What follows belongs to an exercise in optimizing a design on an open flow for small area, a short achievable clock period and few clock cycles per item; a production flow would make more cautious choices.
Function was checked by simulation only, so behaviour that the tests miss may differ from the original.
Power figures rest on the tool's default switching activity, not on a simulated workload.

==> flow/design.v <==
module ad5934_freq_encoder (
    input  wire        clk,
    input  wire        rst,         
    input  wire        in_valid,
    output wire        in_ready,
    input  wire [31:0] in_freq,
    input  wire [31:0] in_fclk,
    output reg         out_valid,
    output reg  [23:0] out_code,
    output reg         out_err
);
    localparam [1:0] S_IDLE   = 2'd0,
                     S_DIV    = 2'd1,
                     S_FINISH = 2'd2;
    reg  [1:0]  state;
    reg  [6:0]  count;       
    reg  [64:0] num;         
    reg  [32:0] den;         
    reg  [33:0] rem;         
    reg  [64:0] quo;         
    assign in_ready = (state == S_IDLE);
    wire        accept  = in_valid && in_ready;
    wire [33:0] rem_sh  = {rem[32:0], num[64]};
    wire        rem_ge  = (rem_sh >= {1'b0, den});
    wire [33:0] rem_sub = rem_sh - {1'b0, den};
    always @(posedge clk) begin
        if (rst) begin
            state     <= S_IDLE;
            count     <= 7'd0;
            out_valid <= 1'b0;
            out_err   <= 1'b0;
            out_code  <= 24'd0;
        end else begin
            out_valid <= 1'b0;
            case (state)
                S_IDLE: begin
                    if (accept) begin
                        if (in_fclk == 32'd0) begin
                            out_valid <= 1'b1;
                            out_err   <= 1'b1;
                            out_code  <= 24'd0;
                        end else begin
                            num   <= {1'b0, in_freq, 32'd0} + {33'd0, in_fclk};
                            den   <= {in_fclk, 1'b0};
                            rem   <= 34'd0;
                            quo   <= 65'd0;
                            count <= 7'd65;
                            state <= S_DIV;
                        end
                    end
                end
                S_DIV: begin
                    num <= {num[63:0], 1'b0};
                    if (rem_ge) begin
                        rem <= rem_sub;
                        quo <= {quo[63:0], 1'b1};
                    end else begin
                        rem <= rem_sh;
                        quo <= {quo[63:0], 1'b0};
                    end
                    count <= count - 7'd1;
                    if (count == 7'd1)
                        state <= S_FINISH;
                end
                S_FINISH: begin
                    out_valid <= 1'b1;
                    if (quo[64:24] != 41'd0) begin
                        out_err  <= 1'b1;
                        out_code <= 24'd0;
                    end else begin
                        out_err  <= 1'b0;
                        out_code <= quo[23:0];
                    end
                    state <= S_IDLE;
                end
                default: state <= S_IDLE;
            endcase
        end
    end
endmodule
module ad5934_ctrl (
    input  wire         clk,
    input  wire         rst,           
    input  wire         cmd_valid,
    output wire         cmd_ready,
    input  wire [167:0] cmd,
    output reg          rsp_valid,
    output reg  [209:0] rsp,
    output wire         bus_req,
    output wire         bus_we,
    output wire [7:0]   bus_addr,
    output wire [7:0]   bus_wdata,
    input  wire         bus_ack,
    input  wire [7:0]   bus_rdata,
    input  wire         bus_err,
    input  wire [31:0]  poll_budget
);
    localparam [7:0] OP_ENCODE    = 8'h01,
                     OP_CONFIGURE = 8'h02,
                     OP_SET_RANGE = 8'h03,
                     OP_SET_GAIN  = 8'h04,
                     OP_SET_CLK   = 8'h05,
                     OP_STANDBY   = 8'h10,
                     OP_PWRDOWN   = 8'h11,
                     OP_INIT      = 8'h12,
                     OP_START     = 8'h13,
                     OP_POLL      = 8'h20;
    localparam [2:0] CTL_IDLE     = 3'd0,
                     CTL_STANDBY  = 3'd1,
                     CTL_INITED   = 3'd2,
                     CTL_SWEEPING = 3'd3,
                     CTL_COMPLETE = 3'd4,
                     CTL_FAULTED  = 3'd5;
    localparam [2:0] ST_OK      = 3'd0,
                     ST_IOERR   = 3'd1,
                     ST_FREQ    = 3'd2,
                     ST_TIMEOUT = 3'd3,
                     ST_CONFIG  = 3'd4,
                     ST_ILLEGAL = 3'd5;
    localparam [7:0] PAT_INIT      = 8'h10,
                     PAT_START     = 8'h20,
                     PAT_INCREMENT = 8'h30,
                     PAT_REPEAT    = 8'h40,
                     PAT_PWRDOWN   = 8'hA0,
                     PAT_STANDBY   = 8'hB0;
    localparam [2:0] S_IDLE    = 3'd0,
                     S_CHECK   = 3'd1,
                     S_ENC_REQ = 3'd2,
                     S_ENC_WAIT= 3'd3,
                     S_CFG_CHK = 3'd4,
                     S_BUS     = 3'd5,
                     S_PDEC    = 3'd6;
    reg [2:0]  state;
    reg [2:0]  ctl;
    reg        configured;
    reg [31:0] p_start;
    reg [31:0] p_inc;
    reg [8:0]  p_ninc;
    reg [15:0] p_rep;
    reg [8:0]  idx;
    reg [15:0] rc;
    reg [31:0] sum_re;
    reg [31:0] sum_im;
    reg [31:0] fail_polls;
    reg [7:0]  c_op;
    reg [31:0] c_a, c_b, c_c;
    reg [20:0] c_d;
    reg [15:0] c_e;
    reg        enc_sel;      
    reg [23:0] start_code;
    reg [23:0] inc_code;
    reg [3:0]  step;         
    reg [7:0]  rmw_val;      
    reg [7:0]  status;       
    reg [7:0]  rh, rl, ih;   
    reg [7:0]  il;
    reg        poll_inc;     
    assign cmd_ready = (state == S_IDLE);
    wire        enc_in_valid = (state == S_ENC_REQ);
    wire        enc_in_ready;
    wire [31:0] enc_freq = (c_op == OP_ENCODE) ? c_a : (enc_sel ? c_b : c_a);
    wire [31:0] enc_fclk = (c_op == OP_ENCODE) ? c_b : c_c;
    wire        enc_out_valid;
    wire [23:0] enc_code;
    wire        enc_err;
    ad5934_freq_encoder u_enc (
        .clk(clk), .rst(rst),
        .in_valid(enc_in_valid), .in_ready(enc_in_ready),
        .in_freq(enc_freq), .in_fclk(enc_fclk),
        .out_valid(enc_out_valid), .out_code(enc_code), .out_err(enc_err)
    );
    wire [15:0] ninc_word   = {7'd0, c_d[8:0]};
    wire [15:0] settle_word = {4'd0, c_d[20:19], c_d[18:9]};
    reg  [7:0] cfg_byte;
    always @(*) begin
        case (step)
            4'd0: cfg_byte = start_code[23:16];
            4'd1: cfg_byte = start_code[15:8];
            4'd2: cfg_byte = start_code[7:0];
            4'd3: cfg_byte = inc_code[23:16];
            4'd4: cfg_byte = inc_code[15:8];
            4'd5: cfg_byte = inc_code[7:0];
            4'd6: cfg_byte = ninc_word[15:8];
            4'd7: cfg_byte = ninc_word[7:0];
            4'd8: cfg_byte = settle_word[15:8];
            default: cfg_byte = settle_word[7:0];
        endcase
    end
    reg [7:0] rmw_byte;
    always @(*) begin
        case (c_op)
            OP_SET_RANGE: rmw_byte = (rmw_val & 8'hF9) | {5'd0, c_a[1:0], 1'b0};
            OP_SET_GAIN:  rmw_byte = (rmw_val & 8'hFE) | {7'd0, c_a[0]};
            OP_SET_CLK:   rmw_byte = (rmw_val & 8'hF7) | {4'd0, c_a[0], 3'd0};
            OP_STANDBY:   rmw_byte = (rmw_val & 8'h07) | PAT_STANDBY;
            OP_PWRDOWN:   rmw_byte = (rmw_val & 8'h07) | PAT_PWRDOWN;
            OP_INIT:      rmw_byte = (rmw_val & 8'h07) | PAT_INIT;
            OP_START:     rmw_byte = (rmw_val & 8'h07) | PAT_START;
            default:      rmw_byte = (rmw_val & 8'h07) | (poll_inc ? PAT_INCREMENT : PAT_REPEAT);
        endcase
    end
    reg        b_we;
    reg [7:0]  b_addr;
    reg [7:0]  b_wdata;
    always @(*) begin
        b_we    = 1'b0;
        b_addr  = 8'h80;
        b_wdata = 8'h00;
        case (c_op)
            OP_CONFIGURE: begin
                b_we    = 1'b1;
                b_addr  = 8'h82 + {4'd0, step};
                b_wdata = cfg_byte;
            end
            OP_POLL: begin
                case (step)
                    4'd0: b_addr = 8'h8F;
                    4'd1: b_addr = 8'h94;
                    4'd2: b_addr = 8'h95;
                    4'd3: b_addr = 8'h96;
                    4'd4: b_addr = 8'h97;
                    4'd5: b_addr = 8'h80;
                    default: begin
                        b_addr  = 8'h80;
                        b_we    = 1'b1;
                        b_wdata = rmw_byte;
                    end
                endcase
            end
            default: begin
                b_addr  = (c_op == OP_SET_CLK) ? 8'h81 : 8'h80;
                b_we    = (step != 4'd0);
                b_wdata = rmw_byte;
            end
        endcase
    end
    assign bus_req   = (state == S_BUS);
    assign bus_we    = b_we;
    assign bus_addr  = b_addr;
    assign bus_wdata = b_wdata;
    wire bus_done = bus_req && bus_ack;
    wire [15:0] re16 = {rh, rl};
    wire [15:0] im16 = {ih, il};
    wire [31:0] sr   = sum_re + {{16{re16[15]}}, re16};
    wire [31:0] si   = sum_im + {{16{im16[15]}}, im16};
    wire [16:0] n    = {1'b0, rc} + 17'd1;
    wire [40:0] pt_freq = {9'd0, p_start} + ({32'd0, idx} * {9'd0, p_inc});
    wire [32:0] fail_next = {1'b0, fail_polls} + 33'd1;
    function [209:0] mkrsp(
        input [2:0]  f_status,
        input [2:0]  f_ctl,
        input        f_sv,
        input        f_pv,
        input [15:0] f_info,
        input [23:0] f_code,
        input [15:0] f_re,
        input [15:0] f_im,
        input [8:0]  f_idx,
        input [40:0] f_freq,
        input [31:0] f_sre,
        input [31:0] f_sim,
        input [15:0] f_cnt);
        mkrsp = {f_cnt, f_sim, f_sre, f_freq, f_idx, f_im, f_re, f_code,
                 f_info, f_pv, f_sv, f_ctl, f_status};
    endfunction
    reg legal;
    always @(*) begin
        case (c_op)
            OP_ENCODE:    legal = 1'b1;
            OP_CONFIGURE,
            OP_SET_RANGE,
            OP_SET_GAIN,
            OP_SET_CLK:   legal = (ctl == CTL_IDLE) || (ctl == CTL_STANDBY);
            OP_STANDBY:   legal = 1'b1;
            OP_PWRDOWN:   legal = (ctl != CTL_FAULTED);
            OP_INIT:      legal = (ctl == CTL_STANDBY) && configured;
            OP_START:     legal = (ctl == CTL_INITED);
            OP_POLL:      legal = (ctl == CTL_SWEEPING);
            default:      legal = 1'b0;
        endcase
    end
    always @(posedge clk) begin
        if (rst) begin
            state      <= S_IDLE;
            ctl        <= CTL_IDLE;
            configured <= 1'b0;
            p_start    <= 32'd0;
            p_inc      <= 32'd0;
            p_ninc     <= 9'd0;
            p_rep      <= 16'd0;
            idx        <= 9'd0;
            rc         <= 16'd0;
            sum_re     <= 32'd0;
            sum_im     <= 32'd0;
            fail_polls <= 32'd0;
            rsp_valid  <= 1'b0;
            rsp        <= 210'd0;
        end else begin
            rsp_valid <= 1'b0;
            case (state)
                S_IDLE: begin
                    if (cmd_valid) begin
                        c_op  <= cmd[7:0];
                        c_a   <= cmd[39:8];
                        c_b   <= cmd[71:40];
                        c_c   <= cmd[103:72];
                        c_d   <= cmd[124:104];
                        c_e   <= cmd[151:136];
                        state <= S_CHECK;
                    end
                end
                S_CHECK: begin
                    step    <= 4'd0;
                    enc_sel <= 1'b0;
                    if (!legal) begin
                        rsp_valid <= 1'b1;
                        rsp   <= mkrsp(ST_ILLEGAL, ctl, 1'b0, 1'b0, {5'd0, ctl, c_op},
                                       24'd0, 16'd0, 16'd0, 9'd0, 41'd0, 32'd0, 32'd0, 16'd0);
                        state <= S_IDLE;
                    end else if (c_op == OP_ENCODE || c_op == OP_CONFIGURE) begin
                        state <= S_ENC_REQ;
                    end else begin
                        state <= S_BUS;
                    end
                end
                S_ENC_REQ: begin
                    if (enc_in_ready)
                        state <= S_ENC_WAIT;
                end
                S_ENC_WAIT: begin
                    if (enc_out_valid) begin
                        if (c_op == OP_ENCODE) begin
                            rsp_valid <= 1'b1;
                            if (enc_err)
                                rsp <= mkrsp(ST_FREQ, ctl, 1'b0, 1'b0, 16'd0, 24'd0,
                                             16'd0, 16'd0, 9'd0, 41'd0, 32'd0, 32'd0, 16'd0);
                            else
                                rsp <= mkrsp(ST_OK, ctl, 1'b0, 1'b0, 16'd0, enc_code,
                                             16'd0, 16'd0, 9'd0, 41'd0, 32'd0, 32'd0, 16'd0);
                            state <= S_IDLE;
                        end else if (enc_err) begin
                            rsp_valid <= 1'b1;
                            rsp   <= mkrsp(ST_FREQ, ctl, 1'b0, 1'b0, enc_sel ? 16'd2 : 16'd1,
                                           24'd0, 16'd0, 16'd0, 9'd0, 41'd0, 32'd0, 32'd0, 16'd0);
                            state <= S_IDLE;
                        end else if (!enc_sel) begin
                            start_code <= enc_code;
                            enc_sel    <= 1'b1;
                            state      <= S_ENC_REQ;
                        end else begin
                            inc_code <= enc_code;
                            state    <= S_CFG_CHK;
                        end
                    end
                end
                S_CFG_CHK: begin
                    if (c_d[20:19] == 2'b10) begin
                        rsp_valid <= 1'b1;
                        rsp   <= mkrsp(ST_CONFIG, ctl, 1'b0, 1'b0, 16'd1, 24'd0,
                                       16'd0, 16'd0, 9'd0, 41'd0, 32'd0, 32'd0, 16'd0);
                        state <= S_IDLE;
                    end else if (c_e == 16'd0) begin
                        rsp_valid <= 1'b1;
                        rsp   <= mkrsp(ST_CONFIG, ctl, 1'b0, 1'b0, 16'd2, 24'd0,
                                       16'd0, 16'd0, 9'd0, 41'd0, 32'd0, 32'd0, 16'd0);
                        state <= S_IDLE;
                    end else begin
                        state <= S_BUS;
                    end
                end
                S_BUS: begin
                    if (bus_done) begin
                        if (bus_err) begin
                            ctl <= CTL_FAULTED;
                            if (c_op == OP_CONFIGURE)
                                configured <= 1'b0;
                            rsp_valid <= 1'b1;
                            rsp   <= mkrsp(ST_IOERR, CTL_FAULTED, 1'b0, 1'b0,
                                           {7'd0, bus_we, bus_addr}, 24'd0, 16'd0, 16'd0,
                                           9'd0, 41'd0, 32'd0, 32'd0, 16'd0);
                            state <= S_IDLE;
                        end else begin
                            step <= step + 4'd1;
                            case (c_op)
                                OP_CONFIGURE: begin
                                    if (step == 4'd9) begin
                                        p_start    <= c_a;
                                        p_inc      <= c_b;
                                        p_ninc     <= c_d[8:0];
                                        p_rep      <= c_e;
                                        configured <= 1'b1;
                                        rsp_valid  <= 1'b1;
                                        rsp   <= mkrsp(ST_OK, ctl, 1'b0, 1'b0, 16'd0, 24'd0,
                                                       16'd0, 16'd0, 9'd0, 41'd0, 32'd0, 32'd0, 16'd0);
                                        state <= S_IDLE;
                                    end
                                end
                                OP_POLL: begin
                                    case (step)
                                        4'd0: begin
                                            status <= bus_rdata;
                                            if (!bus_rdata[1]) begin
                                                rsp_valid <= 1'b1;
                                                state     <= S_IDLE;
                                                if (fail_next >= {1'b0, poll_budget}) begin
                                                    ctl <= CTL_FAULTED;
                                                    rsp <= mkrsp(ST_TIMEOUT, CTL_FAULTED, 1'b0, 1'b0,
                                                                 16'd0, 24'd0, 16'd0, 16'd0, 9'd0,
                                                                 41'd0, 32'd0, 32'd0, 16'd0);
                                                end else begin
                                                    fail_polls <= fail_next[31:0];
                                                    rsp <= mkrsp(ST_OK, ctl, 1'b0, 1'b0, 16'd0,
                                                                 24'd0, 16'd0, 16'd0, 9'd0, 41'd0,
                                                                 32'd0, 32'd0, 16'd0);
                                                end
                                            end
                                        end
                                        4'd1: rh <= bus_rdata;
                                        4'd2: rl <= bus_rdata;
                                        4'd3: ih <= bus_rdata;
                                        4'd4: begin
                                            il    <= bus_rdata;
                                            state <= S_PDEC;
                                        end
                                        4'd5: rmw_val <= bus_rdata;
                                        default: begin
                                            rsp_valid  <= 1'b1;
                                            state      <= S_IDLE;
                                            fail_polls <= 32'd0;
                                            if (poll_inc) begin
                                                idx    <= idx + 9'd1;
                                                rc     <= 16'd0;
                                                sum_re <= 32'd0;
                                                sum_im <= 32'd0;
                                                rsp <= mkrsp(ST_OK, ctl, 1'b1, 1'b1, 16'd0, 24'd0,
                                                             re16, im16, idx, pt_freq, sr, si, p_rep);
                                            end else begin
                                                rc     <= n[15:0];
                                                sum_re <= sr;
                                                sum_im <= si;
                                                rsp <= mkrsp(ST_OK, ctl, 1'b1, 1'b0, 16'd0, 24'd0,
                                                             re16, im16, 9'd0, 41'd0, 32'd0, 32'd0, 16'd0);
                                            end
                                        end
                                    endcase
                                end
                                default: begin
                                    if (step == 4'd0) begin
                                        rmw_val <= bus_rdata;
                                    end else begin
                                        rsp_valid <= 1'b1;
                                        state     <= S_IDLE;
                                        case (c_op)
                                            OP_STANDBY: begin
                                                ctl <= CTL_STANDBY;
                                                idx <= 9'd0; rc <= 16'd0;
                                                sum_re <= 32'd0; sum_im <= 32'd0;
                                                fail_polls <= 32'd0;
                                            end
                                            OP_PWRDOWN: begin
                                                ctl <= CTL_IDLE;
                                                idx <= 9'd0; rc <= 16'd0;
                                                sum_re <= 32'd0; sum_im <= 32'd0;
                                                fail_polls <= 32'd0;
                                            end
                                            OP_INIT: begin
                                                ctl <= CTL_INITED;
                                                idx <= 9'd0; rc <= 16'd0;
                                                sum_re <= 32'd0; sum_im <= 32'd0;
                                                fail_polls <= 32'd0;
                                            end
                                            OP_START: begin
                                                ctl <= CTL_SWEEPING;
                                                fail_polls <= 32'd0;
                                            end
                                            default: ;
                                        endcase
                                        rsp <= mkrsp(ST_OK,
                                                     (c_op == OP_STANDBY) ? CTL_STANDBY :
                                                     (c_op == OP_PWRDOWN) ? CTL_IDLE :
                                                     (c_op == OP_INIT)    ? CTL_INITED :
                                                     (c_op == OP_START)   ? CTL_SWEEPING : ctl,
                                                     1'b0, 1'b0, 16'd0, 24'd0, 16'd0, 16'd0,
                                                     9'd0, 41'd0, 32'd0, 32'd0, 16'd0);
                                    end
                                end
                            endcase
                        end
                    end
                end
                S_PDEC: begin
                    if (n < {1'b0, p_rep}) begin
                        poll_inc <= 1'b0;
                        state    <= S_BUS;
                    end else if (!status[2] && (idx != p_ninc)) begin
                        poll_inc <= 1'b1;
                        state    <= S_BUS;
                    end else if (status[2] && (idx == p_ninc)) begin
                        ctl        <= CTL_COMPLETE;
                        rc         <= 16'd0;
                        sum_re     <= 32'd0;
                        sum_im     <= 32'd0;
                        fail_polls <= 32'd0;
                        rsp_valid  <= 1'b1;
                        rsp   <= mkrsp(ST_OK, CTL_COMPLETE, 1'b1, 1'b1, 16'd0, 24'd0,
                                       re16, im16, idx, pt_freq, sr, si, p_rep);
                        state <= S_IDLE;
                    end else begin
                        ctl       <= CTL_FAULTED;
                        rsp_valid <= 1'b1;
                        rsp   <= mkrsp(ST_IOERR, CTL_FAULTED, 1'b0, 1'b0, {8'h02, status},
                                       24'd0, 16'd0, 16'd0, 9'd0, 41'd0, 32'd0, 32'd0, 16'd0);
                        state <= S_IDLE;
                    end
                end
                default: state <= S_IDLE;
            endcase
        end
    end
endmodule
==> flow/run.sh <==
#!/bin/bash
# synth_recipe.tcl (not shown) runs the flow's synth.tcl, then flattens the netlist and writes it again
# the make line also repeats each setting of config.mk as NAME=value (left out here)
make -C /OpenROAD-flow-scripts/flow DESIGN_CONFIG=/design/flow/config.mk WORK_HOME=/design/flow/orfs CLKGATE_MAP_FILE= SYNTH_SCRIPT=/design/flow/synth_recipe.tcl finish
==> flow/config.mk <==
export PLATFORM = sky130hd
export DESIGN_NAME = ad5934_ctrl
export DESIGN_NICKNAME = ad5934_ctrl
export VERILOG_FILES = /design/flow/design.v
export SDC_FILE = /design/flow/constraint.sdc
export NUM_CORES = 4
export LEC_CHECK = 0
export CAP_MARGIN = 20
export CORE_MARGIN = 2
export CORE_UTILIZATION = 40
export PLACE_DENSITY = 0.6
export SLEW_MARGIN = 20
==> flow/constraint.sdc <==
create_clock -name core_clock -period 8.0 [get_ports {clk}]
set_input_delay 1.6000 -clock core_clock [delete_from_list [all_inputs] [get_ports {clk}]]
set_output_delay 1.6000 -clock core_clock [all_outputs]
set_load 0.01 [all_outputs]
==> reports/results.md <==
| Parameter | Reported |
| --- | --- |
| Reg power frac | 43.5% |
| Area of the mapped netlist | 0.0508 mm^2 |
| Register clock-pin slew on the reported worst setup and hold paths | 70 ps |
| Top Family by Delay on Critical Path | adder cells |
| Internal power | 0.00877 W |
| Layout net count | 6242 |
| Data required, critical path | 8640 ps |
| Via count | 39400 |
| Chip Width | 360 um |
| Seq/Total Area, Yosys | 43.9% |
| Post-route fraction of the period consumed by the critical path | 90.5% |
| Vertical extent of the die | 360 um |
| Root Driver | sky130_fd_sc_hd__clkbuf_16 |
| Number of nets still failing antenna checks after routing | 0 |
| Post-synth EDFFs | 438 |
| Number of failing hold endpoints at the final stage | 0 |
| Mean instance size in the synthesized netlist | 9.60 um^2 |
| Placeable core region | 0.126 mm^2 |
| Number of global-route vias before repair | 38900 |
| Area growth, synth to finish | 17.6% |
| Post-CTS Repair Setup Buffers | 0 |
| Pin slew with the least headroom to its limit | 1090 ps |
| Pwr/cell area | 212 mW/mm^2 |
| Pins over their slew limit | 0 |
| Data arrival time of the worst path | 7890 ps |
| Count of unresolved DRC violations after routing | 0 |
| Maximum vdd ir drop | 0.235 mV |
| Finished Cell Area | 0.0598 mm^2 |
| Most area-hungry cell type in the Yosys netlist | sky130_fd_sc_hd__edfxtp_1 |
| Combinational share of power | 18.4% |
| Ratio of routed vias to standard cells | 5.40 |
| Highest clock frequency the design can meet | 138 MHz |
| Die area | 0.130 mm^2 |
| GRT Total Usage | 22.7% |
| RSZ-0062 raised after global routing | no |
| Number of cell instances on the worst register-to-register path | 21 |
| Final setup vio count | 0 |
| Hold Path Class | reg2reg |
| Cell types occupying the most area after synthesis | sky130_fd_sc_hd__edfxtp_1 26%, sky130_fd_sc_hd__dfxtp_1 18%, sky130_fd_sc_hd__fa_1 9.5%, sky130_fd_sc_hd__ha_1 5.6%, sky130_fd_sc_hd__nand2_1 5.4% |
| Startpoint class of the critical path | flip-flop |
| Final Wtd Congestion | 0.910 |
| Crit. End Element | flip-flop |
| Proportion of register bits with asynchronous set or reset after synthesis | 0% |
| Clock skew | 39.8 ps |
| End point of the critical path | rsp[129]$_SDFFE_PP0P_ |
| Number of design-rule violations left by the first detailed-router iteration | 3086 |
| Worst reg2reg path startpoint | idx[6]$_SDFFE_PP0P_ |
| Max incr delay on CP | 960 ps |
| Number of buffers inserted by hold repair at cts | 0 |
| Number of buffers added on ports | 407 |
| Worst path slowest cell | sky130_fd_sc_hd__dfxtp_1 |
| Post-cts repair resize count | 0 |
| RR Endpoint | rsp[129]$_SDFFE_PP0P_ |
| Final-layout setup total negative slack | 0 ps |
| Clock latency on the worst-skew pair | 700 ps |
| Critical setup path kind | reg2reg |
| Run status | complete, no violations |
| CP startpoint | idx[6]$_SDFFE_PP0P_ |
| Distinct cell type count after synthesis | 98 |
| Share of Yosys cell area claimed by the top area cell type | 25.9% |
| Overall routed net length | 150000 um |
| Initial Util | 40.4% |
| Buffers & Inverters on Critical Path | 4 |
| Count of maximum capacitance violations | 0 |
| Post-synthesis sequential element count | 896 |
| Switching Share | 30.7% |
| Number of buffers inserted during clock tree synthesis | 98 |
| Final worst path period need | 7240 ps |
| Yosys warning count | 2 |
| Worst reg2reg setup slack | 760 ps |
| Commonest cells after routing, fill and taps aside | 728 x sky130_fd_sc_hd__nand2_1, 458 x sky130_fd_sc_hd__dfxtp_1, 438 x sky130_fd_sc_hd__edfxtp_1 |
| Bufs on Longest Clock Path | 3 |
| TritonCTS sink count | 896 |
| Maximum number of pins on one net before global-route repair | 119 |
| FP Rows | 130 |
| Top cell by count, worst path | sky130_fd_sc_hd__fa_1 |
| Max_slew headroom | 25.8% |
| Clock tree from TritonCTS | yes |
| Critical path depth in cells | 21 |
| Switching power | 0.00389 W |
| Ordered list of cells on the worst path | and2_1, fa_1, fa_1, fa_1, fa_1, inv_1, fa_1, inv_1, ha_1, nand4_1, o21bai_1, a211oi_1, buf_4, or3_1, nor4bb_1, buf_4, o31ai_1, a41o_1, a21oi_1, xnor2_1, a22o_1 |
| Number of I/O pins | 443 |
| Fraction of power consumed by the clock network | 38.1% |
| Synthesized instance count | 5293 |
| Most frequently used flop master after synthesis | sky130_fd_sc_hd__dfxtp_1 |
| CTS H-tree depth | 3 |
| DR pass1 iterations | 6 |
| First-pass GRT wire length | 232000 um |
| Total leakage power | 23.8 nW |
| Half-perimeter wire length after placement | 108000 um |
| CP Max Fanout | 24 |
| Fraction of final layout cells with drive strength greater than 1 | 5.26% |
| Final routed wire length divided by cell count | 20.5 um |
| Most common library cell in the layout ignoring fill and taps | sky130_fd_sc_hd__nand2_1 |
| Placed standard-cell area | 0.0563 mm^2 |
| Overflow left after global routing | 0 |
| Antenna violations before repair | 14 |
cells in the mapped netlist, drive strengths merged (10+ instances only):
cell type    n
nor2b       29
o21a        27
a221oi      14
nand3b      15
and3        28
xor2        65
a22oi      126
fa         242
or3         15
nor3        68
inv        373
xnor2      122
nor4        43
nand4       57
a22o        13
and2       247
ha         227
dfxtp      458
o211ai      14
nand2b      26
clkbuf     191
mux2i       66
a31oi       25
a211oi      32
a21o       101
edfxtp     438
nand3      173
nand2      733
o22ai       10
a21oi      417
or4         15
nor2       425
o21bai      20
o31ai       13
buf        124
o21ai      166
power by group through the flow:
stage          sequential [W]  combinational [W]  clock, W
2_1_floorplan         0.00554            0.00156         0
3_3_place_gp          0.00560            0.00231         0
3_5_place_dp          0.00560            0.00233         0
4_1_cts               0.00551            0.00234   0.00491
5_1_grt               0.00554            0.00255   0.00510
6_report              0.00551            0.00233   0.00482
worst min path at each step:
| stage | from | endpoint | slack, ps | cells after the start |
|---|---|---|---|---|
| 3_3_place_gp | rsp[46]$_SDFFE_PP0P_ | rsp[46]$_SDFFE_PP0P_ | 440 | 2 |
| 6_report | rsp[194]$_SDFFE_PP0P_ | rsp[194]$_SDFFE_PP0P_ | 450 | 2 |
| 5_1_grt | rsp[146]$_SDFFE_PP0P_ | rsp[146]$_SDFFE_PP0P_ | 460 | 2 |
| 2_1_floorplan | p_start[10]$_SDFFE_PP0P_ | p_start[10]$_SDFFE_PP0P_ | 430 | 2 |
| 3_5_place_dp | rsp[152]$_SDFFE_PP0P_ | rsp[152]$_SDFFE_PP0P_ | 440 | 2 |
| 4_1_cts | rsp[194]$_SDFFE_PP0P_ | rsp[194]$_SDFFE_PP0P_ | 450 | 2 |
stage by stage:
step           hold slack [ps]  total power, W  util, %  setup slack (ps)  std cells
6_report                   452          0.0127     47.5               758       7305
5_1_grt                    465          0.0132     47.5               513       7304
4_1_cts                    450          0.0128     47.4               704       7294
3_5_place_dp               445         0.00794     44.7               759       7109
3_3_place_gp               439         0.00791     44.7               797       7109
2_1_floorplan              432         0.00710        -              1100       5299
worst register-to-register path, cell delays in order, from the launching register on:
cell	delay, ps
sky130_fd_sc_hd__dfxtp_1	960
sky130_fd_sc_hd__and2_1	260
sky130_fd_sc_hd__fa_1	450
sky130_fd_sc_hd__fa_1	520
sky130_fd_sc_hd__fa_1	520
sky130_fd_sc_hd__fa_1	580
sky130_fd_sc_hd__inv_1	60
sky130_fd_sc_hd__fa_1	510
sky130_fd_sc_hd__inv_1	40
sky130_fd_sc_hd__ha_1	400
sky130_fd_sc_hd__nand4_1	150
sky130_fd_sc_hd__o21bai_1	160
sky130_fd_sc_hd__a211oi_1	60
sky130_fd_sc_hd__buf_4	170
sky130_fd_sc_hd__or3_1	370
sky130_fd_sc_hd__nor4bb_1	160
sky130_fd_sc_hd__buf_4	150
sky130_fd_sc_hd__o31ai_1	490
sky130_fd_sc_hd__a41o_1	260
sky130_fd_sc_hd__a21oi_1	100
sky130_fd_sc_hd__xnor2_1	600
sky130_fd_sc_hd__a22o_1	220
layout make-up:
type                       count  area (um^2)
fill                       11800        66100
multi-input combinational   3714        25900
sequential                   896        22300
timing repair buffer         476         4630
clock buffer                 131         2760
tap                         1650         2060
inverter                     374         1400
clock inverter                54          669
antenna                       10         25.0
cell families after synthesis:
logic type | count (synthesis) | share of synthesized area, %
multiplexers | 73 | 1.46
AND/OR/NAND/NOR | 1911 | 17.6
AO/OA/AOI/OAI | 1066 | 13.3
XOR/XNOR | 187 | 3.22
adder cells (fa/ha/maj) | 469 | 15.1
other | 2 | 0.0148
buffers and inverters | 689 | 5.36
flip-flops | 896 | 43.9
per-layer routing:
| layer | vias up | track usage (%) | part of all wire [%] |
|---|---|---|---|
| met4 | 2 | 7.91 | 2.9 |
| met1 | 19200 | 32.2 | 45 |
| met3 | 203 | 3.72 | 6.6 |
| met5 | - | 0 | 0.0073 |
| met2 | 1206 | 35.1 | 45 |
| li1 | 18800 | - | - |
state kept, by name (all words and copies together) (netlist names), 32 cells and up:
signal,cells
c_b,32
p_start,32
sum_re,32
fail_polls,32
u_enc.den,32
p_inc,32
c_a,32
u_enc.quo,65
rsp,205
sum_im,32
c_c,32
u_enc.num,65
u_enc.rem,33
Testbench counts, summed over its fixed seeds: cycles 77,956, commands 4,800.

separate check: timing with driven ports:
In the flow no input, the clock included, has a driving cell. The finished layout below was timed again as built, in two steps.
Step 1 sets driving cells, clkbuf_16 on the clock port and buf_2 on the other inputs (assumed; they add their load-dependent delay and slew).
Step 2 times the ports against the registers' clock, not the clock port: input delays grow and output delays shrink by t, the midpoint of the rising clock arrivals with the driver on.
Three values: no drivers, after step 1, after step 2; two values: the first two.
shift t [ns]: 0.753
slack for setup (ns): 0.758 / 0.758 / 0.758
latest minus earliest clock arrival (ns): 0.040 / 0.040
After both steps this run still meets setup and hold. The setup slack of this run moves by 0.000 ns with the drivers and by 0.000 ns with both steps.
